Background: an optimization exercise with open tools, aiming at small area, a short achievable clock period and few clock cycles. Do not read the settings as production practice.
Function was not checked in any run shown here: the RTL went through the layout flow alone.

**design/flow/run.sh**
```bash
#!/bin/bash
# synth_recipe.tcl (not shown) runs the flow's synth.tcl, then flattens the netlist and writes it again
# the make line also repeats each setting of config.mk as NAME=value (left out here)
make -C /OpenROAD-flow-scripts/flow DESIGN_CONFIG=/design/flow/config.mk WORK_HOME=/design/flow/orfs CLKGATE_MAP_FILE= SYNTH_SCRIPT=/design/flow/synth_recipe.tcl finish
```
**design/flow/config.mk**
```make
export PLATFORM = sky130hd
export DESIGN_NAME = vpha_hash
export DESIGN_NICKNAME = vpha_hash
export VERILOG_FILES = /design/flow/design.v
export SDC_FILE = /design/flow/constraint.sdc
export NUM_CORES = 4
export LEC_CHECK = 0
export ABC_CLOCK_PERIOD_IN_PS = 3000
export CAP_MARGIN = 20
export CORE_MARGIN = 2
export CORE_UTILIZATION = 40
export SETUP_SLACK_MARGIN = 5
export SLEW_MARGIN = 20
```
**design/flow/constraint.sdc**
```tcl
create_clock -name core_clock -period 12.0 [get_ports {clk}]
set_input_delay 2.4000 -clock core_clock [delete_from_list [all_inputs] [get_ports {clk}]]
set_output_delay 2.4000 -clock core_clock [all_outputs]
set_load 0.01 [all_outputs]
```
**design/flow/design.v**
```verilog
module vpha_hash (
    input  wire         clk,
    input  wire         rst,        
    input  wire         start,      
    input  wire [31:0]  len,        
    output reg          busy,
    output reg          done,
    output wire [31:0]  result,
    output reg          rd_req,
    output wire [31:0]  rd_addr,    
    output reg  [5:0]   rd_len,     
    input  wire         rd_ready,
    input  wire         rd_valid,
    input  wire [255:0] rd_data     
);
    reg [31:0]  h;             
    reg [1:0]   m;             
    reg [26:0]  blk;           
    reg [26:0]  rhi;           
    reg [4:0]   llo;           
    reg [2:0]   qlast;         
    reg         nslot;         
    reg         fdone;         
    reg         flast;         
    reg         fin;           
    reg         outst;         
    reg         ldb, lds;      
    reg [127:0] buf0, buf1;    
    reg [1:0]   full;          
    reg [2:0]   p;             
    reg         pdone;         
    reg [23:0]  prev;          
    reg [23:0]  x0, x1;        
    reg         xv, xl;        
    assign result  = h;
    assign rd_addr = {blk, 5'd0};
    wire [255:0] bufw = {buf1, buf0};
    wire [31:0]  w    = bufw[32*p +: 32];
    wire [7:0] w0 = w[7:0],    w1 = w[15:8],  w2 = w[23:16], w3 = w[31:24];
    wire [7:0] p1 = prev[7:0], p2 = prev[15:8], p3 = prev[23:16];
    reg  [7:0] v0, v1, v2, v3;
    always @(*) begin
        case (m)
            2'd0:    begin v0 = w0; v1 = w1; v2 = w2; v3 = w3; end
            2'd1:    begin v0 = p3; v1 = w0; v2 = w1; v3 = w2; end
            2'd2:    begin v0 = p2; v1 = p3; v2 = w0; v3 = w1; end
            default: begin v0 = p1; v1 = p2; v2 = p3; v3 = w0; end
        endcase
    end
    wire [23:0] x0_n, x1_n;
    wire [31:0] h_n;
    vpha_word_sum  u_ws (.v0(v0), .v1(v1), .v2(v2), .v3(v3), .s0(x0_n), .s1(x1_n));
    vpha_state_sum u_ss (.h(h), .x0(x0), .x1(x1), .s(h_n));
    wire go    = busy & full[p[2]] & ~pdone;        
    wire wlast = fin & (p == qlast);                
    wire       vld    = rd_valid & outst;
    wire       full0a = vld & (ldb | ~lds) | full[0] & ~(go & (p == 3'd3));
    wire       full1a = vld & (ldb |  lds) | full[1] & ~(go & (p == 3'd7));
    wire [2:0] p_a    = go ? p + 3'd1 : p;
    wire       slot_free = nslot ? (~full1a | (p_a[2] & p_a[1]))
                                 : (~full0a | (~p_a[2] & p_a[1]));
    wire       can_req = busy & ~fdone & ~rd_req & (~outst | rd_valid) & slot_free;
    wire       r0     = (rhi == 27'd0);
    wire       r1     = (rhi == 27'd1);
    wire       r2     = (rhi == 27'd2);
    wire       llo0   = (llo == 5'd0);
    wire       lle16  = ~llo[4] | (llo[3:0] == 4'd0);
    wire       nz     = nslot ? r0 : r1;                
    wire       last0  = r1 & lle16;                     
    wire       last1  = r0 | (r1 & llo0);               
    always @(posedge clk) begin
        xv <= go & ~rst;
        xl <= wlast;
        x0 <= x0_n;
        x1 <= x1_n;
    end
    always @(posedge clk) begin
        if (vld & (ldb | ~lds)) buf0 <= rd_data[127:0];
        if (vld & (ldb |  lds)) buf1 <= rd_data[255:128];
    end
    always @(posedge clk) begin
        if (rst) begin
            busy   <= 1'b0;
            done   <= 1'b0;
            rd_req <= 1'b0;
            outst  <= 1'b0;
            full   <= 2'b00;
            fdone  <= 1'b1;
            pdone  <= 1'b1;
        end else if (start & ~busy) begin
            done  <= (len == 32'd0);
            busy  <= (len != 32'd0);
            m     <= -len[1:0];
            case (len[1:0])
                2'd0:    h <= 32'h00000001;    
                2'd3:    h <= 32'hBDEF7BDF;    
                2'd2:    h <= 32'hCC520C41;    
                default: h <= 32'hD50AE79F;    
            endcase
            blk   <= 27'd0;
            rhi   <= len[31:5];
            llo   <= len[4:0];
            qlast <= len[4:2] - {2'b00, (len[1:0] == 2'd0)};
            nslot <= 1'b0;
            fin   <= 1'b0;
            full  <= 2'b00;
            p     <= 3'd0;
            pdone <= (len == 32'd0);
            prev  <= 24'd0;
            rd_req <= (len != 32'd0);
            rd_len <= (len[31:5] != 27'd0) ? 6'd32 : {1'b0, len[4:0]};
            ldb   <= 1'b1;
            lds   <= 1'b0;
            fdone <= (len[31:5] == 27'd0) | ((len[31:5] == 27'd1) & (len[4:0] == 5'd0));
            flast <= (len[31:5] == 27'd0) | ((len[31:5] == 27'd1) & (len[4:0] == 5'd0));
        end else begin
            if (go) begin
                prev <= w[31:8];
                p    <= p + 3'd1;
                if (wlast) pdone <= 1'b1;
            end
            if (xv) begin
                h <= h_n;
                if (xl) begin
                    busy <= 1'b0;
                    done <= 1'b1;
                end
            end
            full <= {full1a, full0a};
            if (vld) begin
                outst <= 1'b0;
                if (flast) fin <= 1'b1;
            end
            if (rd_req & rd_ready) begin
                rd_req <= 1'b0;
                outst  <= 1'b1;
            end
            if (can_req) begin
                rd_req <= 1'b1;
                rd_len <= nz ? {1'b0, llo} : 6'd32;
                ldb    <= 1'b0;
                lds    <= nslot;
                nslot  <= ~nslot;
                flast  <= nslot ? last1 : last0;
                fdone  <= nslot ? last1 : last0;
                if (~nslot) begin
                    blk <= blk + 27'd1;
                    rhi <= rhi - 27'd1;
                end
            end
        end
    end
endmodule
module vpha_word_sum (
    input  wire [7:0] v0,
    input  wire [7:0] v1,
    input  wire [7:0] v2,
    input  wire [7:0] v3,
    output wire [23:0] s0,
    output wire [23:0] s1
);
    wire t_1 = v1[6] ^ v2[1];
    wire t_2 = v1[6] & v2[1];
    wire t_3 = v0[0] ^ v1[7] ^ v2[2];
    wire t_4 = (v0[0] & v1[7]) | (v0[0] & v2[2]) | (v1[7] & v2[2]);
    wire t_5 = v3[7] ^ ~v0[2];
    wire t_6 = v3[7] & ~v0[2];
    wire t_7 = v0[2] ^ v0[5];
    wire t_8 = v0[2] & v0[5];
    wire t_9 = v1[5] ^ v2[0] ^ v3[5];
    wire t_10 = (v1[5] & v2[0]) | (v1[5] & v3[5]) | (v2[0] & v3[5]);
    wire t_11 = v3[6] ^ ~v0[1] ^ ~v0[6];
    wire t_12 = (v3[6] & ~v0[1]) | (v3[6] & ~v0[6]) | (~v0[1] & ~v0[6]);
    wire t_13 = ~v1[0] ^ ~v2[6];
    wire t_14 = ~v1[0] & ~v2[6];
    wire t_15 = ~v0[7] ^ ~v1[1] ^ ~v2[7];
    wire t_16 = (~v0[7] & ~v1[1]) | (~v0[7] & ~v2[7]) | (~v1[1] & ~v2[7]);
    wire t_17 = t_2 ^ t_5 ^ t_3;
    wire t_18 = (t_2 & t_5) | (t_2 & t_3) | (t_5 & t_3);
    wire t_19 = v0[1] ^ v2[3] ^ ~v0[3];
    wire t_20 = (v0[1] & v2[3]) | (v0[1] & ~v0[3]) | (v2[3] & ~v0[3]);
    wire t_21 = ~v1[2] ^ t_6 ^ t_4;
    wire t_22 = (~v1[2] & t_6) | (~v1[2] & t_4) | (t_6 & t_4);
    wire t_23 = v0[2] ^ v2[4] ^ ~v0[4];
    wire t_24 = (v0[2] & v2[4]) | (v0[2] & ~v0[4]) | (v2[4] & ~v0[4]);
    wire t_25 = v0[0] ^ v0[3] ^ v1[0];
    wire t_26 = (v0[0] & v0[3]) | (v0[0] & v1[0]) | (v0[3] & v1[0]);
    wire t_27 = v2[5] ^ ~v0[5];
    wire t_28 = v2[5] & ~v0[5];
    wire t_29 = v0[1] ^ v0[4] ^ v1[1];
    wire t_30 = (v0[1] & v0[4]) | (v0[1] & v1[1]) | (v0[4] & v1[1]);
    wire t_31 = v2[6] ^ ~v0[6] ^ ~v1[5];
    wire t_32 = (v2[6] & ~v0[6]) | (v2[6] & ~v1[5]) | (~v0[6] & ~v1[5]);
    wire t_33 = v1[2] ^ v2[7] ^ ~v0[0];
    wire t_34 = (v1[2] & v2[7]) | (v1[2] & ~v0[0]) | (v2[7] & ~v0[0]);
    wire t_35 = ~v0[7] ^ ~v1[6] ^ t_7;
    wire t_36 = (~v0[7] & ~v1[6]) | (~v0[7] & t_7) | (~v1[6] & t_7);
    wire t_37 = v0[3] ^ v0[6] ^ v1[3];
    wire t_38 = (v0[3] & v0[6]) | (v0[3] & v1[3]) | (v0[6] & v1[3]);
    wire t_39 = ~v0[1] ^ ~v1[7] ^ t_8;
    wire t_40 = (~v0[1] & ~v1[7]) | (~v0[1] & t_8) | (~v1[7] & t_8);
    wire t_41 = v0[4] ^ v0[7] ^ v1[4];
    wire t_42 = (v0[4] & v0[7]) | (v0[4] & v1[4]) | (v0[7] & v1[4]);
    wire t_43 = v0[0] ^ v0[5];
    wire t_44 = v0[0] & v0[5];
    wire t_45 = v0[1] ^ v0[6];
    wire t_46 = v0[1] & v0[6];
    wire t_47 = v0[2] ^ v0[7];
    wire t_48 = v0[2] & v0[7];
    wire t_49 = v1[0] ^ v3[0];
    wire t_50 = v1[0] & v3[0];
    wire t_51 = v1[1] ^ v3[1] ^ ~v0[1];
    wire t_52 = (v1[1] & v3[1]) | (v1[1] & ~v0[1]) | (v3[1] & ~v0[1]);
    wire t_53 = v1[2] ^ v3[2] ^ ~v0[2];
    wire t_54 = (v1[2] & v3[2]) | (v1[2] & ~v0[2]) | (v3[2] & ~v0[2]);
    wire t_55 = v1[3] ^ v3[3] ^ ~v0[3];
    wire t_56 = (v1[3] & v3[3]) | (v1[3] & ~v0[3]) | (v3[3] & ~v0[3]);
    wire t_57 = v1[4] ^ v3[4] ^ ~v0[4];
    wire t_58 = (v1[4] & v3[4]) | (v1[4] & ~v0[4]) | (v3[4] & ~v0[4]);
    wire t_59 = ~v0[0] ^ ~v0[5] ^ ~v2[5];
    wire t_60 = (~v0[0] & ~v0[5]) | (~v0[0] & ~v2[5]) | (~v0[5] & ~v2[5]);
    wire t_61 = t_1 ^ t_13 ^ t_10;
    wire t_62 = (t_1 & t_13) | (t_1 & t_10) | (t_13 & t_10);
    wire t_63 = t_14 ^ t_12 ^ t_15;
    wire t_64 = (t_14 & t_12) | (t_14 & t_15) | (t_12 & t_15);
    wire t_65 = t_16 ^ t_19 ^ t_18;
    wire t_66 = (t_16 & t_19) | (t_16 & t_18) | (t_19 & t_18);
    wire t_67 = ~v1[3] ^ t_20 ^ t_23;
    wire t_68 = (~v1[3] & t_20) | (~v1[3] & t_23) | (t_20 & t_23);
    wire t_69 = ~v1[4] ^ t_27 ^ t_24;
    wire t_70 = (~v1[4] & t_27) | (~v1[4] & t_24) | (t_27 & t_24);
    wire t_71 = t_28 ^ t_26 ^ t_29;
    wire t_72 = (t_28 & t_26) | (t_28 & t_29) | (t_26 & t_29);
    wire t_73 = t_30 ^ t_32 ^ t_33;
    wire t_74 = (t_30 & t_32) | (t_30 & t_33) | (t_32 & t_33);
    wire t_75 = t_34 ^ t_37 ^ t_39;
    wire t_76 = (t_34 & t_37) | (t_34 & t_39) | (t_37 & t_39);
    wire t_77 = ~v0[2] ^ t_38 ^ t_41;
    wire t_78 = (~v0[2] & t_38) | (~v0[2] & t_41) | (t_38 & t_41);
    wire t_79 = v1[5] ^ ~v0[3] ^ t_43;
    wire t_80 = (v1[5] & ~v0[3]) | (v1[5] & t_43) | (~v0[3] & t_43);
    wire t_81 = v1[6] ^ ~v0[4] ^ t_44;
    wire t_82 = (v1[6] & ~v0[4]) | (v1[6] & t_44) | (~v0[4] & t_44);
    wire t_83 = v1[7] ^ ~v0[5] ^ t_46;
    wire t_84 = (v1[7] & ~v0[5]) | (v1[7] & t_46) | (~v0[5] & t_46);
    wire t_85 = v0[3] ^ ~v0[6];
    wire t_86 = v0[3] & ~v0[6];
    wire t_87 = ~v0[0] ^ ~v2[0];
    wire t_88 = ~v0[0] & ~v2[0];
    wire t_89 = ~v2[1] ^ t_50 ^ t_51;
    wire t_90 = (~v2[1] & t_50) | (~v2[1] & t_51) | (t_50 & t_51);
    wire t_91 = ~v2[2] ^ t_52 ^ t_53;
    wire t_92 = (~v2[2] & t_52) | (~v2[2] & t_53) | (t_52 & t_53);
    wire t_93 = ~v2[3] ^ t_54 ^ t_55;
    wire t_94 = (~v2[3] & t_54) | (~v2[3] & t_55) | (t_54 & t_55);
    wire t_95 = ~v2[4] ^ t_56 ^ t_57;
    wire t_96 = (~v2[4] & t_56) | (~v2[4] & t_57) | (t_56 & t_57);
    wire t_97 = t_58 ^ t_9 ^ t_59;
    wire t_98 = (t_58 & t_9) | (t_58 & t_59) | (t_9 & t_59);
    wire t_99 = t_60 ^ t_11 ^ t_61;
    wire t_100 = (t_60 & t_11) | (t_60 & t_61) | (t_11 & t_61);
    wire t_101 = t_62 ^ t_17 ^ t_63;
    wire t_102 = (t_62 & t_17) | (t_62 & t_63) | (t_17 & t_63);
    wire t_103 = t_21 ^ t_64 ^ t_65;
    wire t_104 = (t_21 & t_64) | (t_21 & t_65) | (t_64 & t_65);
    wire t_105 = t_22 ^ t_67 ^ t_66;
    wire t_106 = (t_22 & t_67) | (t_22 & t_66) | (t_67 & t_66);
    wire t_107 = t_25 ^ t_68 ^ t_69;
    wire t_108 = (t_25 & t_68) | (t_25 & t_69) | (t_68 & t_69);
    wire t_109 = t_31 ^ t_70 ^ t_71;
    wire t_110 = (t_31 & t_70) | (t_31 & t_71) | (t_70 & t_71);
    wire t_111 = t_35 ^ t_72 ^ t_73;
    wire t_112 = (t_35 & t_72) | (t_35 & t_73) | (t_72 & t_73);
    wire t_113 = t_36 ^ t_74 ^ t_75;
    wire t_114 = (t_36 & t_74) | (t_36 & t_75) | (t_74 & t_75);
    wire t_115 = t_40 ^ t_77 ^ t_76;
    wire t_116 = (t_40 & t_77) | (t_40 & t_76) | (t_77 & t_76);
    wire t_117 = t_42 ^ t_79 ^ t_78;
    wire t_118 = (t_42 & t_79) | (t_42 & t_78) | (t_79 & t_78);
    wire t_119 = t_45 ^ t_81 ^ t_80;
    wire t_120 = (t_45 & t_81) | (t_45 & t_80) | (t_81 & t_80);
    wire t_121 = t_47 ^ t_82 ^ t_83;
    wire t_122 = (t_47 & t_82) | (t_47 & t_83) | (t_82 & t_83);
    wire t_123 = t_48 ^ t_85 ^ t_84;
    wire t_124 = (t_48 & t_85) | (t_48 & t_84) | (t_85 & t_84);
    wire t_125 = v0[4] ^ ~v0[7] ^ t_86;
    wire t_126 = (v0[4] & ~v0[7]) | (v0[4] & t_86) | (~v0[7] & t_86);
    assign s0 = {1'b0, v0[7], v0[6], v0[5], t_125, t_123, t_121, t_119, t_117, t_115, t_113, t_111, t_109, t_107, t_105, t_103, t_101, t_99, t_97, t_95, t_93, t_91, t_89, t_49};
    assign s1 = {1'b0, 1'b0, 1'b0, t_126, t_124, t_122, t_120, t_118, t_116, t_114, t_112, t_110, t_108, t_106, t_104, t_102, t_100, t_98, t_96, t_94, t_92, t_90, t_88, t_87};
endmodule
module vpha_state_sum (
    input  wire [31:0] h,
    input  wire [23:0] x0,
    input  wire [23:0] x1,
    output wire [31:0] s
);
    wire t_1 = 1'b1 ^ h[0];
    wire t_2 = 1'b1 & h[0];
    wire t_3 = h[14] ^ h[1];
    wire t_4 = h[14] & h[1];
    wire t_5 = 1'b1 ^ h[15] ^ h[2];
    wire t_6 = (1'b1 & h[15]) | (1'b1 & h[2]) | (h[15] & h[2]);
    wire t_7 = 1'b1 ^ h[16] ^ h[3];
    wire t_8 = (1'b1 & h[16]) | (1'b1 & h[3]) | (h[16] & h[3]);
    wire t_9 = h[17] ^ h[4] ^ x0[17];
    wire t_10 = (h[17] & h[4]) | (h[17] & x0[17]) | (h[4] & x0[17]);
    wire t_11 = h[18] ^ h[5] ^ x0[18];
    wire t_12 = (h[18] & h[5]) | (h[18] & x0[18]) | (h[5] & x0[18]);
    wire t_13 = h[19] ^ h[6] ^ x0[19];
    wire t_14 = (h[19] & h[6]) | (h[19] & x0[19]) | (h[6] & x0[19]);
    wire t_15 = 1'b1 ^ h[0] ^ h[20];
    wire t_16 = (1'b1 & h[0]) | (1'b1 & h[20]) | (h[0] & h[20]);
    wire t_17 = h[7] ^ x0[20] ^ x1[20];
    wire t_18 = (h[7] & x0[20]) | (h[7] & x1[20]) | (x0[20] & x1[20]);
    wire t_19 = 1'b1 ^ h[1] ^ h[21];
    wire t_20 = (1'b1 & h[1]) | (1'b1 & h[21]) | (h[1] & h[21]);
    wire t_21 = h[8] ^ x0[21] ^ x1[21];
    wire t_22 = (h[8] & x0[21]) | (h[8] & x1[21]) | (x0[21] & x1[21]);
    wire t_23 = ~h[10] ^ ~h[14];
    wire t_24 = ~h[10] & ~h[14];
    wire t_25 = 1'b1 ^ h[22] ^ h[2];
    wire t_26 = (1'b1 & h[22]) | (1'b1 & h[2]) | (h[22] & h[2]);
    wire t_27 = h[9] ^ x0[22] ^ x1[22];
    wire t_28 = (h[9] & x0[22]) | (h[9] & x1[22]) | (x0[22] & x1[22]);
    wire t_29 = ~h[11] ^ ~h[15] ^ ~h[5];
    wire t_30 = (~h[11] & ~h[15]) | (~h[11] & ~h[5]) | (~h[15] & ~h[5]);
    wire t_31 = 1'b1 ^ h[10] ^ h[23];
    wire t_32 = (1'b1 & h[10]) | (1'b1 & h[23]) | (h[10] & h[23]);
    wire t_33 = h[3] ^ x0[23] ^ x1[23];
    wire t_34 = (h[3] & x0[23]) | (h[3] & x1[23]) | (x0[23] & x1[23]);
    wire t_35 = ~h[12] ^ ~h[16] ^ ~h[6];
    wire t_36 = (~h[12] & ~h[16]) | (~h[12] & ~h[6]) | (~h[16] & ~h[6]);
    wire t_37 = 1'b1 ^ h[11] ^ h[24];
    wire t_38 = (1'b1 & h[11]) | (1'b1 & h[24]) | (h[11] & h[24]);
    wire t_39 = h[4] ^ ~h[13] ^ ~h[17];
    wire t_40 = (h[4] & ~h[13]) | (h[4] & ~h[17]) | (~h[13] & ~h[17]);
    wire t_41 = 1'b1 ^ h[12] ^ h[25];
    wire t_42 = (1'b1 & h[12]) | (1'b1 & h[25]) | (h[12] & h[25]);
    wire t_43 = h[5] ^ ~h[14];
    wire t_44 = h[5] & ~h[14];
    wire t_45 = 1'b1 ^ h[13] ^ h[26];
    wire t_46 = (1'b1 & h[13]) | (1'b1 & h[26]) | (h[13] & h[26]);
    wire t_47 = h[6] ^ ~h[15];
    wire t_48 = h[6] & ~h[15];
    wire t_49 = 1'b1 ^ h[14] ^ h[27];
    wire t_50 = (1'b1 & h[14]) | (1'b1 & h[27]) | (h[14] & h[27]);
    wire t_51 = h[7] ^ ~h[10];
    wire t_52 = h[7] & ~h[10];
    wire t_53 = 1'b1 ^ h[15] ^ h[28];
    wire t_54 = (1'b1 & h[15]) | (1'b1 & h[28]) | (h[15] & h[28]);
    wire t_55 = h[8] ^ ~h[11];
    wire t_56 = h[8] & ~h[11];
    wire t_57 = 1'b1 ^ h[16] ^ h[29];
    wire t_58 = (1'b1 & h[16]) | (1'b1 & h[29]) | (h[16] & h[29]);
    wire t_59 = h[9] ^ ~h[12];
    wire t_60 = h[9] & ~h[12];
    wire t_61 = 1'b1 ^ h[10] ^ h[17];
    wire t_62 = (1'b1 & h[10]) | (1'b1 & h[17]) | (h[10] & h[17]);
    wire t_63 = h[30] ^ ~h[13];
    wire t_64 = h[30] & ~h[13];
    wire t_65 = 1'b1 ^ h[11] ^ h[18];
    wire t_66 = h[31] ^ ~h[14];
    wire t_67 = 1'b1 ^ h[7];
    wire t_68 = 1'b1 & h[7];
    wire t_69 = h[8] ^ x0[8];
    wire t_70 = h[8] & x0[8];
    wire t_71 = 1'b1 ^ h[9] ^ x0[9];
    wire t_72 = (1'b1 & h[9]) | (1'b1 & x0[9]) | (h[9] & x0[9]);
    wire t_73 = 1'b1 ^ h[10] ^ x0[10];
    wire t_74 = (1'b1 & h[10]) | (1'b1 & x0[10]) | (h[10] & x0[10]);
    wire t_75 = h[11] ^ x0[11] ^ x1[11];
    wire t_76 = (h[11] & x0[11]) | (h[11] & x1[11]) | (x0[11] & x1[11]);
    wire t_77 = 1'b1 ^ h[12] ^ x0[12];
    wire t_78 = (1'b1 & h[12]) | (1'b1 & x0[12]) | (h[12] & x0[12]);
    wire t_79 = x1[12] ^ ~h[1];
    wire t_80 = x1[12] & ~h[1];
    wire t_81 = h[13] ^ x0[13] ^ x1[13];
    wire t_82 = (h[13] & x0[13]) | (h[13] & x1[13]) | (x0[13] & x1[13]);
    wire t_83 = ~h[2] ^ ~h[6] ^ t_1;
    wire t_84 = (~h[2] & ~h[6]) | (~h[2] & t_1) | (~h[6] & t_1);
    wire t_85 = x0[14] ^ x1[14] ^ ~h[3];
    wire t_86 = (x0[14] & x1[14]) | (x0[14] & ~h[3]) | (x1[14] & ~h[3]);
    wire t_87 = ~h[7] ^ t_2 ^ t_3;
    wire t_88 = (~h[7] & t_2) | (~h[7] & t_3) | (t_2 & t_3);
    wire t_89 = x0[15] ^ x1[15] ^ ~h[4];
    wire t_90 = (x0[15] & x1[15]) | (x0[15] & ~h[4]) | (x1[15] & ~h[4]);
    wire t_91 = ~h[8] ^ t_4 ^ t_5;
    wire t_92 = (~h[8] & t_4) | (~h[8] & t_5) | (t_4 & t_5);
    wire t_93 = x0[16] ^ x1[16] ^ ~h[5];
    wire t_94 = (x0[16] & x1[16]) | (x0[16] & ~h[5]) | (x1[16] & ~h[5]);
    wire t_95 = ~h[9] ^ t_6 ^ t_7;
    wire t_96 = (~h[9] & t_6) | (~h[9] & t_7) | (t_6 & t_7);
    wire t_97 = x1[17] ^ ~h[0] ^ ~h[10];
    wire t_98 = (x1[17] & ~h[0]) | (x1[17] & ~h[10]) | (~h[0] & ~h[10]);
    wire t_99 = ~h[6] ^ t_8 ^ t_9;
    wire t_100 = (~h[6] & t_8) | (~h[6] & t_9) | (t_8 & t_9);
    wire t_101 = x1[18] ^ ~h[11] ^ ~h[1];
    wire t_102 = (x1[18] & ~h[11]) | (x1[18] & ~h[1]) | (~h[11] & ~h[1]);
    wire t_103 = ~h[7] ^ t_10 ^ t_11;
    wire t_104 = (~h[7] & t_10) | (~h[7] & t_11) | (t_10 & t_11);
    wire t_105 = x1[19] ^ ~h[12] ^ ~h[2];
    wire t_106 = (x1[19] & ~h[12]) | (x1[19] & ~h[2]) | (~h[12] & ~h[2]);
    wire t_107 = ~h[8] ^ t_12 ^ t_13;
    wire t_108 = (~h[8] & t_12) | (~h[8] & t_13) | (t_12 & t_13);
    wire t_109 = ~h[13] ^ ~h[3] ^ ~h[9];
    wire t_110 = (~h[13] & ~h[3]) | (~h[13] & ~h[9]) | (~h[3] & ~h[9]);
    wire t_111 = t_14 ^ t_15 ^ t_17;
    wire t_112 = (t_14 & t_15) | (t_14 & t_17) | (t_15 & t_17);
    wire t_113 = ~h[4] ^ t_23 ^ t_16;
    wire t_114 = (~h[4] & t_23) | (~h[4] & t_16) | (t_23 & t_16);
    wire t_115 = t_18 ^ t_19 ^ t_21;
    wire t_116 = (t_18 & t_19) | (t_18 & t_21) | (t_19 & t_21);
    wire t_117 = t_24 ^ t_20 ^ t_22;
    wire t_118 = (t_24 & t_20) | (t_24 & t_22) | (t_20 & t_22);
    wire t_119 = t_25 ^ t_27 ^ t_29;
    wire t_120 = (t_25 & t_27) | (t_25 & t_29) | (t_27 & t_29);
    wire t_121 = t_26 ^ t_28 ^ t_30;
    wire t_122 = (t_26 & t_28) | (t_26 & t_30) | (t_28 & t_30);
    wire t_123 = t_31 ^ t_33 ^ t_35;
    wire t_124 = (t_31 & t_33) | (t_31 & t_35) | (t_33 & t_35);
    wire t_125 = ~h[7] ^ t_32 ^ t_34;
    wire t_126 = (~h[7] & t_32) | (~h[7] & t_34) | (t_32 & t_34);
    wire t_127 = t_36 ^ t_37 ^ t_39;
    wire t_128 = (t_36 & t_37) | (t_36 & t_39) | (t_37 & t_39);
    wire t_129 = ~h[18] ^ ~h[8] ^ t_43;
    wire t_130 = (~h[18] & ~h[8]) | (~h[18] & t_43) | (~h[8] & t_43);
    wire t_131 = t_38 ^ t_40 ^ t_41;
    wire t_132 = (t_38 & t_40) | (t_38 & t_41) | (t_40 & t_41);
    wire t_133 = ~h[19] ^ ~h[9] ^ t_44;
    wire t_134 = (~h[19] & ~h[9]) | (~h[19] & t_44) | (~h[9] & t_44);
    wire t_135 = t_47 ^ t_42 ^ t_45;
    wire t_136 = (t_47 & t_42) | (t_47 & t_45) | (t_42 & t_45);
    wire t_137 = ~h[16] ^ ~h[20] ^ t_48;
    wire t_138 = (~h[16] & ~h[20]) | (~h[16] & t_48) | (~h[20] & t_48);
    wire t_139 = t_51 ^ t_46 ^ t_49;
    wire t_140 = (t_51 & t_46) | (t_51 & t_49) | (t_46 & t_49);
    wire t_141 = ~h[17] ^ ~h[21] ^ t_52;
    wire t_142 = (~h[17] & ~h[21]) | (~h[17] & t_52) | (~h[21] & t_52);
    wire t_143 = t_55 ^ t_50 ^ t_53;
    wire t_144 = (t_55 & t_50) | (t_55 & t_53) | (t_50 & t_53);
    wire t_145 = ~h[18] ^ ~h[22] ^ t_56;
    wire t_146 = (~h[18] & ~h[22]) | (~h[18] & t_56) | (~h[22] & t_56);
    wire t_147 = t_59 ^ t_54 ^ t_57;
    wire t_148 = (t_59 & t_54) | (t_59 & t_57) | (t_54 & t_57);
    wire t_149 = ~h[19] ^ ~h[23] ^ t_60;
    wire t_150 = (~h[19] & ~h[23]) | (~h[19] & t_60) | (~h[23] & t_60);
    wire t_151 = t_63 ^ t_58 ^ t_61;
    wire t_152 = (t_63 & t_58) | (t_63 & t_61) | (t_58 & t_61);
    wire t_153 = ~h[20] ^ ~h[24] ^ t_64;
    wire t_154 = t_66 ^ t_62 ^ t_65;
    wire t_155 = 1'b1 ^ h[1];
    wire t_156 = 1'b1 & h[1];
    wire t_157 = h[2] ^ x0[2];
    wire t_158 = h[2] & x0[2];
    wire t_159 = h[3] ^ x0[3];
    wire t_160 = h[3] & x0[3];
    wire t_161 = h[4] ^ x0[4];
    wire t_162 = h[4] & x0[4];
    wire t_163 = 1'b1 ^ h[5] ^ x0[5];
    wire t_164 = (1'b1 & h[5]) | (1'b1 & x0[5]) | (h[5] & x0[5]);
    wire t_165 = 1'b1 ^ h[6] ^ x0[6];
    wire t_166 = (1'b1 & h[6]) | (1'b1 & x0[6]) | (h[6] & x0[6]);
    wire t_167 = x0[7] ^ x1[7] ^ ~h[0];
    wire t_168 = (x0[7] & x1[7]) | (x0[7] & ~h[0]) | (x1[7] & ~h[0]);
    wire t_169 = x1[8] ^ ~h[1] ^ t_68;
    wire t_170 = (x1[8] & ~h[1]) | (x1[8] & t_68) | (~h[1] & t_68);
    wire t_171 = x1[9] ^ ~h[2] ^ t_70;
    wire t_172 = (x1[9] & ~h[2]) | (x1[9] & t_70) | (~h[2] & t_70);
    wire t_173 = x1[10] ^ ~h[3] ^ t_72;
    wire t_174 = (x1[10] & ~h[3]) | (x1[10] & t_72) | (~h[3] & t_72);
    wire t_175 = ~h[0] ^ ~h[4] ^ t_74;
    wire t_176 = (~h[0] & ~h[4]) | (~h[0] & t_74) | (~h[4] & t_74);
    wire t_177 = ~h[5] ^ t_79 ^ t_76;
    wire t_178 = (~h[5] & t_79) | (~h[5] & t_76) | (t_79 & t_76);
    wire t_179 = t_80 ^ t_78 ^ t_81;
    wire t_180 = (t_80 & t_78) | (t_80 & t_81) | (t_78 & t_81);
    wire t_181 = t_82 ^ t_85 ^ t_84;
    wire t_182 = (t_82 & t_85) | (t_82 & t_84) | (t_85 & t_84);
    wire t_183 = t_86 ^ t_89 ^ t_88;
    wire t_184 = (t_86 & t_89) | (t_86 & t_88) | (t_89 & t_88);
    wire t_185 = t_90 ^ t_93 ^ t_92;
    wire t_186 = (t_90 & t_93) | (t_90 & t_92) | (t_93 & t_92);
    wire t_187 = t_94 ^ t_97 ^ t_96;
    wire t_188 = (t_94 & t_97) | (t_94 & t_96) | (t_97 & t_96);
    wire t_189 = t_98 ^ t_101 ^ t_100;
    wire t_190 = (t_98 & t_101) | (t_98 & t_100) | (t_101 & t_100);
    wire t_191 = t_102 ^ t_105 ^ t_104;
    wire t_192 = (t_102 & t_105) | (t_102 & t_104) | (t_105 & t_104);
    wire t_193 = t_106 ^ t_109 ^ t_108;
    wire t_194 = (t_106 & t_109) | (t_106 & t_108) | (t_109 & t_108);
    wire t_195 = t_110 ^ t_112 ^ t_113;
    wire t_196 = (t_110 & t_112) | (t_110 & t_113) | (t_112 & t_113);
    wire t_197 = t_114 ^ t_116 ^ t_117;
    wire t_198 = (t_114 & t_116) | (t_114 & t_117) | (t_116 & t_117);
    wire t_199 = t_118 ^ t_120 ^ t_121;
    wire t_200 = (t_118 & t_120) | (t_118 & t_121) | (t_120 & t_121);
    wire t_201 = t_122 ^ t_125 ^ t_124;
    wire t_202 = (t_122 & t_125) | (t_122 & t_124) | (t_125 & t_124);
    wire t_203 = t_126 ^ t_129 ^ t_128;
    wire t_204 = (t_126 & t_129) | (t_126 & t_128) | (t_129 & t_128);
    wire t_205 = t_133 ^ t_130 ^ t_132;
    wire t_206 = (t_133 & t_130) | (t_133 & t_132) | (t_130 & t_132);
    wire t_207 = t_134 ^ t_137 ^ t_136;
    wire t_208 = (t_134 & t_137) | (t_134 & t_136) | (t_137 & t_136);
    wire t_209 = t_138 ^ t_141 ^ t_140;
    wire t_210 = (t_138 & t_141) | (t_138 & t_140) | (t_141 & t_140);
    wire t_211 = t_142 ^ t_145 ^ t_144;
    wire t_212 = (t_142 & t_145) | (t_142 & t_144) | (t_145 & t_144);
    wire t_213 = t_146 ^ t_149 ^ t_148;
    wire t_214 = (t_146 & t_149) | (t_146 & t_148) | (t_149 & t_148);
    wire t_215 = t_150 ^ t_153 ^ t_152;
    wire t_216 = h[0] ^ x0[0];
    wire t_217 = h[0] & x0[0];
    wire t_218 = x0[1] ^ x1[1] ^ t_155;
    wire t_219 = (x0[1] & x1[1]) | (x0[1] & t_155) | (x1[1] & t_155);
    wire t_220 = x1[2] ^ t_156 ^ t_157;
    wire t_221 = (x1[2] & t_156) | (x1[2] & t_157) | (t_156 & t_157);
    wire t_222 = x1[3] ^ t_158 ^ t_159;
    wire t_223 = (x1[3] & t_158) | (x1[3] & t_159) | (t_158 & t_159);
    wire t_224 = x1[4] ^ t_160 ^ t_161;
    wire t_225 = (x1[4] & t_160) | (x1[4] & t_161) | (t_160 & t_161);
    wire t_226 = x1[5] ^ t_162 ^ t_163;
    wire t_227 = (x1[5] & t_162) | (x1[5] & t_163) | (t_162 & t_163);
    wire t_228 = x1[6] ^ t_164 ^ t_165;
    wire t_229 = (x1[6] & t_164) | (x1[6] & t_165) | (t_164 & t_165);
    wire t_230 = t_67 ^ t_166 ^ t_167;
    wire t_231 = (t_67 & t_166) | (t_67 & t_167) | (t_166 & t_167);
    wire t_232 = t_69 ^ t_168 ^ t_169;
    wire t_233 = (t_69 & t_168) | (t_69 & t_169) | (t_168 & t_169);
    wire t_234 = t_71 ^ t_170 ^ t_171;
    wire t_235 = (t_71 & t_170) | (t_71 & t_171) | (t_170 & t_171);
    wire t_236 = t_73 ^ t_172 ^ t_173;
    wire t_237 = (t_73 & t_172) | (t_73 & t_173) | (t_172 & t_173);
    wire t_238 = t_75 ^ t_174 ^ t_175;
    wire t_239 = (t_75 & t_174) | (t_75 & t_175) | (t_174 & t_175);
    wire t_240 = t_77 ^ t_176 ^ t_177;
    wire t_241 = (t_77 & t_176) | (t_77 & t_177) | (t_176 & t_177);
    wire t_242 = t_83 ^ t_178 ^ t_179;
    wire t_243 = (t_83 & t_178) | (t_83 & t_179) | (t_178 & t_179);
    wire t_244 = t_87 ^ t_180 ^ t_181;
    wire t_245 = (t_87 & t_180) | (t_87 & t_181) | (t_180 & t_181);
    wire t_246 = t_91 ^ t_182 ^ t_183;
    wire t_247 = (t_91 & t_182) | (t_91 & t_183) | (t_182 & t_183);
    wire t_248 = t_95 ^ t_184 ^ t_185;
    wire t_249 = (t_95 & t_184) | (t_95 & t_185) | (t_184 & t_185);
    wire t_250 = t_99 ^ t_186 ^ t_187;
    wire t_251 = (t_99 & t_186) | (t_99 & t_187) | (t_186 & t_187);
    wire t_252 = t_103 ^ t_188 ^ t_189;
    wire t_253 = (t_103 & t_188) | (t_103 & t_189) | (t_188 & t_189);
    wire t_254 = t_107 ^ t_190 ^ t_191;
    wire t_255 = (t_107 & t_190) | (t_107 & t_191) | (t_190 & t_191);
    wire t_256 = t_111 ^ t_192 ^ t_193;
    wire t_257 = (t_111 & t_192) | (t_111 & t_193) | (t_192 & t_193);
    wire t_258 = t_115 ^ t_194 ^ t_195;
    wire t_259 = (t_115 & t_194) | (t_115 & t_195) | (t_194 & t_195);
    wire t_260 = t_119 ^ t_196 ^ t_197;
    wire t_261 = (t_119 & t_196) | (t_119 & t_197) | (t_196 & t_197);
    wire t_262 = t_123 ^ t_198 ^ t_199;
    wire t_263 = (t_123 & t_198) | (t_123 & t_199) | (t_198 & t_199);
    wire t_264 = t_127 ^ t_200 ^ t_201;
    wire t_265 = (t_127 & t_200) | (t_127 & t_201) | (t_200 & t_201);
    wire t_266 = t_131 ^ t_202 ^ t_203;
    wire t_267 = (t_131 & t_202) | (t_131 & t_203) | (t_202 & t_203);
    wire t_268 = t_135 ^ t_204 ^ t_205;
    wire t_269 = (t_135 & t_204) | (t_135 & t_205) | (t_204 & t_205);
    wire t_270 = t_139 ^ t_206 ^ t_207;
    wire t_271 = (t_139 & t_206) | (t_139 & t_207) | (t_206 & t_207);
    wire t_272 = t_143 ^ t_208 ^ t_209;
    wire t_273 = (t_143 & t_208) | (t_143 & t_209) | (t_208 & t_209);
    wire t_274 = t_147 ^ t_210 ^ t_211;
    wire t_275 = (t_147 & t_210) | (t_147 & t_211) | (t_210 & t_211);
    wire t_276 = t_151 ^ t_212 ^ t_213;
    wire t_277 = (t_151 & t_212) | (t_151 & t_213) | (t_212 & t_213);
    wire t_278 = t_154 ^ t_214 ^ t_215;
    assign s = {t_278, t_276, t_274, t_272, t_270, t_268, t_266, t_264, t_262, t_260, t_258, t_256, t_254, t_252, t_250, t_248, t_246, t_244, t_242, t_240, t_238, t_236, t_234, t_232, t_230, t_228, t_226, t_224, t_222, t_220, t_218, x1[0]} + {t_277, t_275, t_273, t_271, t_269, t_267, t_265, t_263, t_261, t_259, t_257, t_255, t_253, t_251, t_249, t_247, t_245, t_243, t_241, t_239, t_237, t_235, t_233, t_231, t_229, t_227, t_225, t_223, t_221, t_219, t_217, t_216};
endmodule
```
==> flow_summary.yaml, run 1 <==
outcome:
  status: "complete, no violations"
global_route:
  grt_pass1_wl_microns: 100000
  antenna_found_initial: 14
  grt_usage_pct: 21.0
  grt_pass1_vias: 17000
  grt_max_degree: 90
  grt_overflow: 0
sta:
  totalNegativeSetupSlack_ns: 0
  min_period_ns: 5.34
  setup_viol: 0
  rsz0062_at_grt: "false"
  max_slew.worst_pin.slew_ns: 1.05
  slew_headroom_pct: 30.2
  post-route-period-util_pct: 44.5
  slew_viol_final: 0
  hold_slack_ns: 0.524
  skew_ns: 0.0117
  hold_viol: 0
  setup_ws_ns: 6.66
  max_freq_mhz: 187
synth:
  avgSynthCellArea_sq_um: 12.7
  yosysWarnings: 1
  yosysTopAreaCell: "edfxtp_1"
  synth_area_leaders: "edfxtp_1, fa_1, mux4_2"
  syn_area_sq_mm: 0.0246
  synthCells: 1933
  async_flop_share_pct: 0
  synthFlopType: "edfxtp_1"
  yosysMostFrequentCell: "edfxtp_1"
  synth.distinct_cells: 75
  ys_ff_latch: 443
  synth_edf_count: 389
  synthTopCellsByCount: "edfxtp_1, inv_1, nand2_1"
  synth_seq_area_share_pct: 51.9
  synth_top_area_share_pct: 47.5
floorplanning:
  row_count: 90
  die_h_microns: 252
  start_util_pct: 40.6
  ios: 366
  die_w_microns: 252
  dieArea_sq_mm: 0.0634
  coreArea_sq_mm: 0.0606
detailed_routing:
  routed_via_density: 5.12
  drt_first_pass_iters: 7
  drc_errors: 0
  antenna_left: 0
  drt-initial-drc-count: 1224
  vias: 15900
  wl_per_cell_microns: 21.1
  routed_wl_microns: 65800
cells_and_area:
  fin_nets: 2820
  multi_input_area_sq_mm: 0.0104
  drive_gt1_share_pct: 8.22
  fillCellCount: 5311
  fin_util_pct: 50.4
  final_cell_area_sq_mm: 0.0306
  seq_area_sq_mm: 0.0128
  syn_to_final_growth_pct: 24.3
worst_hold_path:
  hold_path_class: "reg2reg"
clocking:
  hold_buffers: 0
  cts_buffer_depth: 3
  cts-resized-gates: 0
  h-tree-depth: 2
  clock-sinks: 443
  clkTransAtPathRegs_ns: 0.06
  clkLatencyLatePin_ns: 0.58
  postCtsSetupBuffers: 0
  cts-root-buf: "clkbuf_16"
  cts_tree: "done"
  cts_buffers: 48
run:
  drv_cap: 0
critical_path:
  worstSetupPathType: "reg2reg"
  cp_max_fo: 52
  endpoint_kind: "flop"
  crit_arrival_ns: 5.79
  max_stage_delay_ns: 0.85
  path_cells: "buf_4, mux4_2, nand2_1, nand2_1, mux2i_1, o21ai_0, inv_1, fa_1, inv_1, fa_1, inv_1, fa_1, inv_1, fa_1"
  critPathLaunchType: "flop"
  crit_required_ns: 12.45
  slowest_stage: "edfxtp_1"
placement:
  postPlaceCellArea_sq_mm: 0.0290
  dpl.hpwl_microns: 51300
  pre_cts_ws_ns: 6.34
  place.gp.congestion: 0.925
  io_buffers: 360
[path summary, 6_finish.rpt]
path	startpoint	end	slack, ns	cells after the start
worst max-delay path	p[1]	x0[8]	6.66	14
worst min-delay path	fdone	fdone	0.52	2
worst max register to register	p[1]	x0[8]	6.66	14
worst min register to register	fdone	fdone	0.52	2
[routing by layer]
metal	routed length [microns]	vias up	track usage, %
li1	-	7488	-
met5	114	-	0
met1	27400	7864	26.8
met3	4530	107	5.42
met4	1420	16	4.97
met2	32300	468	35.8
[logic make-up after synthesis]
group                    share of synthesized area (%)
adder cells (fa/ha/maj)                           16.8
AND/OR/NAND/NOR                                   8.00
other                                           0.0153
AO/OA/AOI/OAI                                     6.71
multiplexers                                      8.03
buffers and inverters                             5.94
XOR/XNOR                                          2.53
flip-flops                                        51.9
[cell usage in the layout (no fill, tap or decap), drive strengths merged, types with 25 or more instances in the layout]
cell,Yosys,final
xor2,30,30
edfxtp,389,389
xnor2,41,41
nand2,173,173
inv,291,293
clkbuf,49,66
ha,91,91
a21oi,71,71
nor2,100,100
nor3,25,25
fa,150,150
mux4,64,64
o21ai,104,104
dfxtp,54,54
mux2i,33,33
clkdlybuf4s50,0,360
[cell type report]
type	instances	share of cell area [%]
Sequential cell	443	41.8
Multi-Input combinational cell	1122	34.1
Timing Repair Buffer	380	12.3
Clock buffer	66	4.27
Inverter	291	3.59
Tap cell	782	3.20
Clock inverter	23	0.794
Antenna cell	5	0.0409
[worst max-delay path: cells and delay by family (launching register included)]
family,cells,cell delay [ns]
buffers and inverters,5,1.21
muxes,2,0.43
DFF,1,0.85
adders and majority gates,4,1.77
AOI/OAI and AO/OA,1,0.75
and+or+nand+nor,2,0.16
[registers in the layout, summed over array words and instances, names as in the netlist, 2 cells and up]
name	count
buf0	128
buf1	128
h	32
blk	27
rhi	27
prev	24
x0	23
x1	21
rd_len	6
llo	4
p	3
qlast	3
full	2
m	2
[per-stage QoR]
| stage | instances |
|---|---|
| floorplan | 1937 |
| global placement | 3018 |
| detailed placement | 3018 |
| CTS | 3107 |
| global route | 3108 |
| finish | 3112 |
==> inputs of run 2 (changes only) <==
--- a/design/flow/config.mk
+++ b/design/flow/config.mk
@@ -8,6 +8,6 @@
 export ABC_CLOCK_PERIOD_IN_PS = 3000
 export CAP_MARGIN = 20
 export CORE_MARGIN = 2
-export CORE_UTILIZATION = 40
+export CORE_UTILIZATION = 60
 export SETUP_SLACK_MARGIN = 5
 export SLEW_MARGIN = 20
==> flow_summary.yaml, run 2 <==
global_route:
  globalRouteMet2Util_pct: 49.6
  grt_busiest_layer: "met2"
  antenna_found_initial: 3
  grt_max_degree: 84
  grt_overflow: 0
  grt_pass1_vias: 16700
  grt_pass1_wl_microns: 92800
  met1_usage_pct: 37.1
  grt_usage_pct: 29.0
  gr-usage-met3_pct: 4.90
critical_path:
  crit_arrival_ns: 5.49
  crit_required_ns: 12.45
  worstSetupPathType: "reg2reg"
  critPathLaunchType: "flop"
  cp_max_fo: 44
  endpoint_kind: "flop"
sta:
  slew_headroom_pct: 27.5
  rsz0062_at_grt: "false"
  min_period_ns: 5.04
  post-route-period-util_pct: 42.0
  hold_slack_ns: 0.496
  hold_viol: 0
  slew_viol_final: 0
  max_slew.worst_pin.slew_ns: 1.08
  totalNegativeSetupSlack_ns: 0
  max_freq_mhz: 199
  skew_ns: 0.0255
  setup_viol: 0
floorplanning:
  ios: 366
  row_count: 74
  die_h_microns: 206
  die_w_microns: 206
  coreArea_sq_mm: 0.0406
  start_util_pct: 60.5
  dieArea_sq_mm: 0.0426
synth:
  synthFlopType: "edfxtp_1"
  synthTopCellsByCount: "edfxtp_1, inv_1, nand2_1"
  synth_edf_count: 389
  yosysWarnings: 1
  yosysMostFrequentCell: "edfxtp_1"
  synth_top_area_share_pct: 47.5
  syn_area_sq_mm: 0.0246
  synth_mux_area_share_pct: 8.03
  synth_xor_area_share_pct: 2.53
  synthAdderAreaFrac_pct: 16.8
  async_flop_share_pct: 0
  synth_seq_area_share_pct: 51.9
  synthCells: 1933
  synth_top_family_by_area: "adder cells"
  synth-simple-area-share_pct: 8.00
  synth_area_leaders: "edfxtp_1, fa_1, mux4_2"
  synth_compound_area_share_pct: 6.71
  ys_ff_latch: 443
  synth.distinct_cells: 75
  avgSynthCellArea_sq_um: 12.7
  yosysTopAreaCell: "edfxtp_1"
detailed_routing:
  drt-initial-drc-count: 1196
  routed_wl_microns: 60800
  routed_via_density: 5.64
  wl_per_cell_microns: 21.3
  vias: 16100
  drc_errors: 0
  drt_first_pass_iters: 5
  antenna_left: 0
clocking:
  cts_buffer_depth: 3
  cts_tree: "done"
  clkTransAtPathRegs_ns: 0.06
  hold_buffers: 0
  cts-resized-gates: 0
  cts-root-buf: "clkbuf_16"
  clock-sinks: 443
  postCtsSetupBuffers: 0
  clkLatencyLatePin_ns: 0.59
  h-tree-depth: 2
  cts_buffers: 47
placement:
  dpl.hpwl_microns: 45800
  place.gp.congestion: 0.959
  io_buffers: 360
cells_and_area:
  fin_nets: 2822
  drive_gt1_share_pct: 8.39
  syn_to_final_growth_pct: 22.9
  fin_util_pct: 74.3
  reg.largest.list: "buf0 x128, buf1 x128, h x32"
  layout_common_cells: "edfxtp_1, clkdlybuf4s50_1, inv_1, nand2_1, fa_1"
  final_common_cell: "edfxtp_1"
run:
  drv_cap: 0
worst_hold_path:
  hold_path_class: "reg2reg"
outcome:
  status: "complete, no violations"
run 2: layout make-up:
cell class / count / area (sq um)
Sequential cell: 443 / 12800
Fill cell: 2705 / 10400
Multi-Input combinational cell: 1122 / 10400
Timing Repair Buffer: 383 / 3780
Clock buffer: 60 / 1280
Inverter: 291 / 1100
Tap cell: 532 / 666
Clock inverter: 24 / 220
Antenna cell: 1 / 2.50
run 2: metal layers:
layer | part of all wire [%] | vias to the layer above
met2 | 51 | 563
li1 | - | 7478
met5 | 0.038 | -
met4 | 3.7 | 4
met1 | 39 | 7946
met3 | 6.2 | 128
run 2: logic make-up after synthesis:
group	after synthesis
buffers and inverters	372
multiplexers	115
adder cells (fa/ha/maj)	241
AO/OA/AOI/OAI	270
other	1
XOR/XNOR	71
flip-flops	443
AND/OR/NAND/NOR	420
run 2: worst max-delay path, stage by stage (launching register included):
cell and delay (ns):
edfxtp_1 0.39, buf_4 0.41, buf_4 0.76, mux4_2 0.36
mux2i_1 0.13, nand2_1 0.11, o21ai_0 0.12, o21ai_0 0.46
inv_1 0.19, fa_1 0.52, inv_1 0.06, fa_1 0.36
inv_1 0.07, fa_1 0.40, inv_1 0.08, fa_1 0.41
run 2: worst paths after layout:
kind | start | slack, ns | cells after the start | endpoint
setup / recovery | p[0] | 6.96 | 15 | x0[8]
hold / removal | done | 0.50 | 2 | done
setup reg to reg | p[0] | 6.96 | 15 | x0[8]
hold reg to reg | done | 0.50 | 2 | done
run 2: through the flow:
| stage | instances | cell area, sq um | setup WS [ns] |
|---|---|---|---|
| after floorplan | 1937 | 24600 | 5.41 |
| after global placement | 2771 | 28700 | 6.73 |
| after detailed placement | 2771 | 28700 | 6.65 |
| after CTS | 2855 | 30200 | 6.84 |
| after global routing | 2855 | 30200 | 6.53 |
| final | 2856 | 30200 | 6.96 |
==> inputs of run 3 (changes only) <==
--- a/design/flow/config.mk
+++ b/design/flow/config.mk
@@ -8,6 +8,6 @@
 export ABC_CLOCK_PERIOD_IN_PS = 3000
 export CAP_MARGIN = 20
 export CORE_MARGIN = 2
-export CORE_UTILIZATION = 60
+export CORE_UTILIZATION = 70
 export SETUP_SLACK_MARGIN = 5
 export SLEW_MARGIN = 20
==> flow_summary.yaml, run 3 <==
outcome:
  status: "complete, no violations"
sta:
  post-route-period-util_pct: 48.5
  hold_viol: 0
  min_period_ns: 5.82
  setup_ws_ns: 6.18
  totalNegativeSetupSlack_ns: 0
  rsz0062_at_grt: "false"
  setup_viol: 0
  max_freq_mhz: 172
  skew_ns: 0.0207
  slew_viol_final: 0
  max_slew.worst_pin.slew_ns: 1.23
  slew_headroom_pct: 17.2
clocking:
  cts-root-buf: "clkbuf_16"
  cts-resized-gates: 0
  hold_buffers: 0
  h-tree-depth: 2
  cts_tree: "done"
  cts_buffer_depth: 3
  clock-sinks: 443
  clkTransAtPathRegs_ns: 0.06
  postCtsSetupBuffers: 0
  cts_buffers: 45
  clkLatencyLatePin_ns: 0.58
detailed_routing:
  drc_errors: 0
  routed_via_density: 6.49
  routed_wl_microns: 75000
  antenna_left: 0
  drt-initial-drc-count: 2237
  wl_per_cell_microns: 27.1
  drt_first_pass_iters: 7
  vias: 18000
critical_path:
  slowest_stage: "buf_4"
  crit_arrival_ns: 6.26
  crit_required_ns: 12.45
  reg2reg_slack_ns: 6.18
  path_delay_family: "adder cells"
  crit_start: "p[0]"
  cp_max_fo: 46
  timing.rr.start: "p[0]"
  crit_end: "x0[8]"
  worstSetupPathDepth: 15
  path_buf_inv: 6
  reg2reg_depth: 15
  r2r-end: "x0[8]"
  max_stage_delay_ns: 0.80
  endpoint_kind: "flop"
  path_cells: "buf_4, buf_4, mux4_2, mux2i_1, nand2_1, o21ai_0, o21ai_0, inv_1, fa_1, inv_1, fa_1, inv_1, fa_1, inv_1, fa_1"
  worstSetupPathType: "reg2reg"
  critPathLaunchType: "flop"
synth:
  yosysMostFrequentCell: "edfxtp_1"
  synth.distinct_cells: 75
  synth_area_leaders: "edfxtp_1, fa_1, mux4_2"
  yosysTopAreaCell: "edfxtp_1"
  synthTopCellsByCount: "edfxtp_1, inv_1, nand2_1"
  syn_area_sq_mm: 0.0246
  yosysWarnings: 1
  synthCells: 1933
  ys_ff_latch: 443
  synth_top_area_share_pct: 47.5
  avgSynthCellArea_sq_um: 12.7
  synth_seq_area_share_pct: 51.9
  synthFlopType: "edfxtp_1"
  synth_edf_count: 389
  async_flop_share_pct: 0
placement:
  dp_cells: 2691
  place.gp.congestion: 0.951
  pre_cts_ws_ns: 6.07
  dpl.hpwl_microns: 49000
  io_buffers: 360
floorplanning:
  die_w_microns: 191
  start_util_pct: 71.2
  row_count: 68
  coreArea_sq_mm: 0.0345
  ios: 366
  dieArea_sq_mm: 0.0366
  die_h_microns: 191
cells_and_area:
  seq_area_sq_mm: 0.0128
  reg.largest.list: "buf0 x128, buf1 x128, h x32"
  layout.cells.non_filler: 2774
  layout_common_cells: "edfxtp_1, clkdlybuf4s50_1, inv_1, nand2_1, fa_1"
  fin_nets: 2818
  fillCellCount: 1449
  syn_to_final_growth_pct: 22.4
  final_common_cell: "edfxtp_1"
  fin_util_pct: 87.1
  multi_input_area_sq_mm: 0.0104
  drive_gt1_share_pct: 8.03
global_route:
  grt_overflow: 0
  grt_busiest_layer: "met2"
  antenna_found_initial: 2
  grt_pass1_wl_microns: 111000
  gr-usage-met3_pct: 8.81
  grt_usage_pct: 41.4
  grt_max_degree: 91
  globalRouteMet2Util_pct: 71.3
  met1_usage_pct: 48.2
  grt_pass1_vias: 19100
run:
  drv_cap: 0
worst_hold_path:
  hold_path_class: "reg2reg"
## run 3: area by class of cell
| cell class | count | area share [%] |
|---|---|---|
| inverters | 291 | 3.65 |
| clock inverters | 15 | 0.611 |
| diodes | 3 | 0.0249 |
| well taps | 455 | 1.89 |
| multi-input cells | 1122 | 34.6 |
| repair buffers | 381 | 12.6 |
| clock buffers | 64 | 4.29 |
| flip-flops and latches | 443 | 42.4 |
## run 3: cells by family (layout without fill, tap and decap cells)
| group | Yosys count | count (layout) | synth area share (%) |
|---|---|---|---|
| compound gates | 270 | 270 | 6.71 |
| mux | 115 | 115 | 8.03 |
| flops | 443 | 443 | 51.9 |
| other cells | 1 | 8 | 0.0153 |
| buf+inv | 372 | 751 | 5.94 |
| simple gates | 420 | 420 | 8.00 |
| fa+ha+maj | 241 | 241 | 16.8 |
| xor+xnor | 71 | 71 | 2.53 |
## run 3: worst min path at each step
| stage | from | end | depth (start not counted) |
|---|---|---|---|
| floorplan | fdone | fdone | 2 |
| global placement | done | done | 2 |
| detailed placement | done | done | 2 |
| CTS | done | done | 2 |
| global route | done | done | 2 |
| finish | done | done | 2 |
## run 3: metrics by stage
| stage | hold slack, ns | instance area, sq um |
|---|---|---|
| finish | 0.493 | 30100 |
| global route | 0.533 | 30100 |
| CTS | 0.493 | 30100 |
| detailed placement | 0.485 | 28600 |
| global placement | 0.481 | 28600 |
| floorplan | 0.485 | 24600 |
## run 3: routing by layer
metal | part of all wire (%) | vias to the layer above
met2 | 50 | 1425
met1 | 32 | 8728
met4 | 7.1 | 0
met5 | 0 | -
li1 | - | 7446
met3 | 10 | 405
## run 3: worst reg2reg max path, stage by stage, from the launching register on
cell      delay (ns)
edfxtp_1        0.36
buf_4           0.39
buf_4           0.81
mux4_2          0.46
mux2i_1         0.17
nand2_1         0.19
o21ai_0         0.16
o21ai_0         0.58
inv_1           0.38
fa_1            0.63
inv_1           0.09
fa_1            0.42
inv_1           0.09
fa_1            0.41
inv_1           0.11
fa_1            0.44
==> inputs of run 4 (changes only) <==
==> design/flow/flow/run.sh (new file) <==
#!/bin/bash
set -euo pipefail
bash standard.sh SETUP_SLACK_MARGIN=8.5 finish > make_finish.log 2>&1
==> design/flow/standard.sh (new file) <==
#!/bin/bash
# synth_recipe.tcl (not shown) runs the flow's synth.tcl, then flattens the netlist and writes it again
# the make line also repeats each setting of config.mk as NAME=value (left out here)
make -C /OpenROAD-flow-scripts/flow DESIGN_CONFIG=/design/flow/config.mk WORK_HOME=/design/flow/orfs CLKGATE_MAP_FILE= SYNTH_SCRIPT=/design/flow/synth_recipe.tcl "${@:-finish}"
--- a/design/flow/config.mk
+++ b/design/flow/config.mk
@@ -8,6 +8,5 @@
 export ABC_CLOCK_PERIOD_IN_PS = 3000
 export CAP_MARGIN = 20
 export CORE_MARGIN = 2
-export CORE_UTILIZATION = 70
-export SETUP_SLACK_MARGIN = 5
+export CORE_UTILIZATION = 40
 export SLEW_MARGIN = 20
removed: design/flow/run.sh
==> flow_summary.yaml, run 4 <==
sta:
  max_freq_mhz: 233
  setup_viol: 0
  max_slew.worst_pin.slew_ns: 0.951
  skew_ns: 0.0223
  post-route-period-util_pct: 35.8
  slew_headroom_pct: 36.6
  slew_viol_final: 0
  min_period_ns: 4.30
  rsz0062_at_grt: "true"
  hold_viol: 0
  totalNegativeSetupSlack_ns: 0
detailed_routing:
  antenna_left: 0
  drt_first_pass_iters: 7
  wl_per_cell_microns: 22.3
  drc_errors: 0
  drt-initial-drc-count: 1187
  routed_via_density: 5.19
  vias: 17700
  routed_wl_microns: 76300
synth:
  synth_edf_count: 389
  synthTopCellsByCount: "edfxtp_1, inv_1, nand2_1"
  synth_top_area_share_pct: 47.5
  yosysWarnings: 1
  synth.distinct_cells: 75
  yosysTopAreaCell: "edfxtp_1"
  avgSynthCellArea_sq_um: 12.7
  ys_ff_latch: 443
  syn_area_sq_mm: 0.0246
  async_flop_share_pct: 0
  yosysMostFrequentCell: "edfxtp_1"
  synth_seq_area_share_pct: 51.9
  synthCells: 1933
  synthFlopType: "edfxtp_1"
  synth_area_leaders: "edfxtp_1, fa_1, mux4_2"
clocking:
  clkTransAtPathRegs_ns: 0.06
  clock-sinks: 443
  h-tree-depth: 2
  cts_tree: "done"
  cts_buffers: 46
  cts-root-buf: "clkbuf_16"
  cts_buffer_depth: 3
  clkLatencyLatePin_ns: 0.59
outcome:
  status: "complete, no violations"
placement:
  postPlaceCellArea_sq_mm: 0.0294
  place.gp.congestion: 0.922
  dpl.hpwl_microns: 51300
  io_buffers: 360
floorplanning:
  coreArea_sq_mm: 0.0606
  die_w_microns: 252
  start_util_pct: 40.6
  dieArea_sq_mm: 0.0634
  row_count: 90
  die_h_microns: 252
  ios: 366
global_route:
  antenna_found_initial: 14
  grt_max_degree: 77
  grt_pass1_wl_microns: 112000
  grt_pass1_vias: 18700
  grt_usage_pct: 23.7
  grt_overflow: 0
cells_and_area:
  layout_common_cells: "edfxtp_1, clkdlybuf4s50_1, inv_1, buf_4, nand2_1"
  drive_gt1_share_pct: 33.4
  reg.largest.list: "buf0 x128, buf1 x128, h x32"
  fin_util_pct: 59.0
  syn_to_final_growth_pct: 45.4
  fin_nets: 3127
  fillCellCount: 4753
  final_cell_area_sq_mm: 0.0357
  final_common_cell: "edfxtp_1"
critical_path:
  path_delay_family: "adder cells"
  crit_required_ns: 12.32
  max_stage_delay_ns: 0.51
  slowest_stage: "fa_1"
  crit_arrival_ns: 4.62
  worstSetupPathType: "reg2reg"
  cp_max_fo: 8
  endpoint_kind: "flop"
  path_buf_inv: 3
  cp_common_cell: "fa_1"
  path_cells: "clkinvlp_4, ha_1, fa_1, fa_1, fa_1, inv_1, ha_4, inv_1, a221oi_4, o21ai_4, o211a_1, o2111a_1, a221o_1"
  critPathLaunchType: "flop"
worst_hold_path:
  hold_path_class: "reg2reg"
run:
  drv_cap: 0
-- run 4: cell families (layout without fill, tap and decap cells) --
group | count (synthesis) | count (layout) | synth area share [%]
multiplexers | 115 | 115 | 8.03
AO/OA/AOI/OAI | 270 | 270 | 6.71
XOR/XNOR | 71 | 71 | 2.53
buffers and inverters | 372 | 1061 | 5.94
other | 1 | 11 | 0.0153
AND/OR/NAND/NOR | 420 | 423 | 8.00
flip-flops | 443 | 443 | 51.9
adder cells (fa/ha/maj) | 241 | 241 | 16.8
-- run 4: final cells by class --
type / count / area [sq um] / area share [%]
Antenna cell: 6 / 15.0 / 0.0420
Clock buffer: 48 / 1160 / 3.24
Clock inverter: 36 / 337 / 0.942
Inverter: 291 / 1170 / 3.28
Multi-Input combinational cell: 1125 / 12300 / 34.5
Sequential cell: 443 / 12800 / 35.7
Tap cell: 782 / 978 / 2.74
Timing Repair Buffer: 679 / 6910 / 19.3
Timing Repair inverter: 7 / 73.8 / 0.207
-- run 4: final timing paths --
path,cells past startpoint,startpoint,to,slack (ns)
max,13,h[16],h[29],7.70
min,2,done,done,0.50
max reg2reg,13,h[16],h[29],7.70
min reg2reg,2,done,done,0.50
-- run 4: per-layer routing --
| layer | global-route usage (%) | vias up | share of wire [%] |
|---|---|---|---|
| met5 | 0 | - | 0.16 |
| met4 | 7.95 | 18 | 3.4 |
| met3 | 5.72 | 149 | 7.4 |
| met2 | 41.6 | 623 | 51 |
| met1 | 28.7 | 8793 | 38 |
| li1 | - | 8135 | - |
-- run 4: worst reg2reg max path, stage by stage, from the launching register on --
cell	delay (ns)
edfxtp_1	0.43
clkinvlp_4	0.23
ha_1	0.37
fa_1	0.40
fa_1	0.48
fa_1	0.51
inv_1	0.08
ha_4	0.35
inv_1	0.16
a221oi_4	0.29
o21ai_4	0.12
o211a_1	0.27
o2111a_1	0.13
a221o_1	0.25
-- run 4: per-stage QoR --
step	worst slack, ns	cells	hold WS [ns]
after detailed placement	5.99	3015	0.515
after floorplan	5.41	1937	0.485
final	7.70	3417	0.504
after global routing	7.57	3413	0.535
after CTS	7.75	3336	0.513
after global placement	6.08	3015	0.502
-- run 4: what timing repair did --
| item | 4_1_cts | 5_1_grt |
|---|---|---|
| buffers inserted | 214 | 71 |
| setup endpoints to repair | 619 | 269 |
| hold buffers | 0 | 0 |
| resized for setup | 690 | 185 |
| pin swaps | 94 | 94 |
| cloned | 23 | 4 |

-- afterwards: timing with drivers on the ports --
The flow's constraints put no driver on any port. The routed layouts listed below were extracted and timed again, unchanged, in two steps. Step 1 assumes that a clkbuf_16 drives the clock port and a buf_2 every other input. Step 2 adds t to the input delays and takes it off the output delays; t is the mean of the earliest and latest rising clock arrival at the registers after step 1. Input paths then give back, and output paths get back, about the clock's delay inside the block. Slacks: ideal ports / drivers / drivers and shift; pairs: ideal ports / drivers.
| run | shift t [ns] | setup slack, ns | hold slack, ns | cell pins on the clock port's net |
|---|---|---|---|---|
| run 1 | 0.637 | 6.657 / 6.657 / 6.352 | 0.524 / 0.524 / 0.524 | 1 |
| run 2 | 0.638 | 6.962 / 6.962 / 6.589 | 0.496 / 0.496 / 0.496 | 1 |
| run 3 | 0.633 | 6.184 / 6.184 / 5.904 | 0.493 / 0.493 / 0.493 | 1 |
| run 4 | 0.637 | 7.703 / 7.703 / 7.589 | 0.504 / 0.504 / 0.504 | 1 |
After both steps setup and hold are still met in every run listed. The setup slack of run 2, which loses most, moves by 0.000 ns with the drivers and by -0.373 ns with both steps.
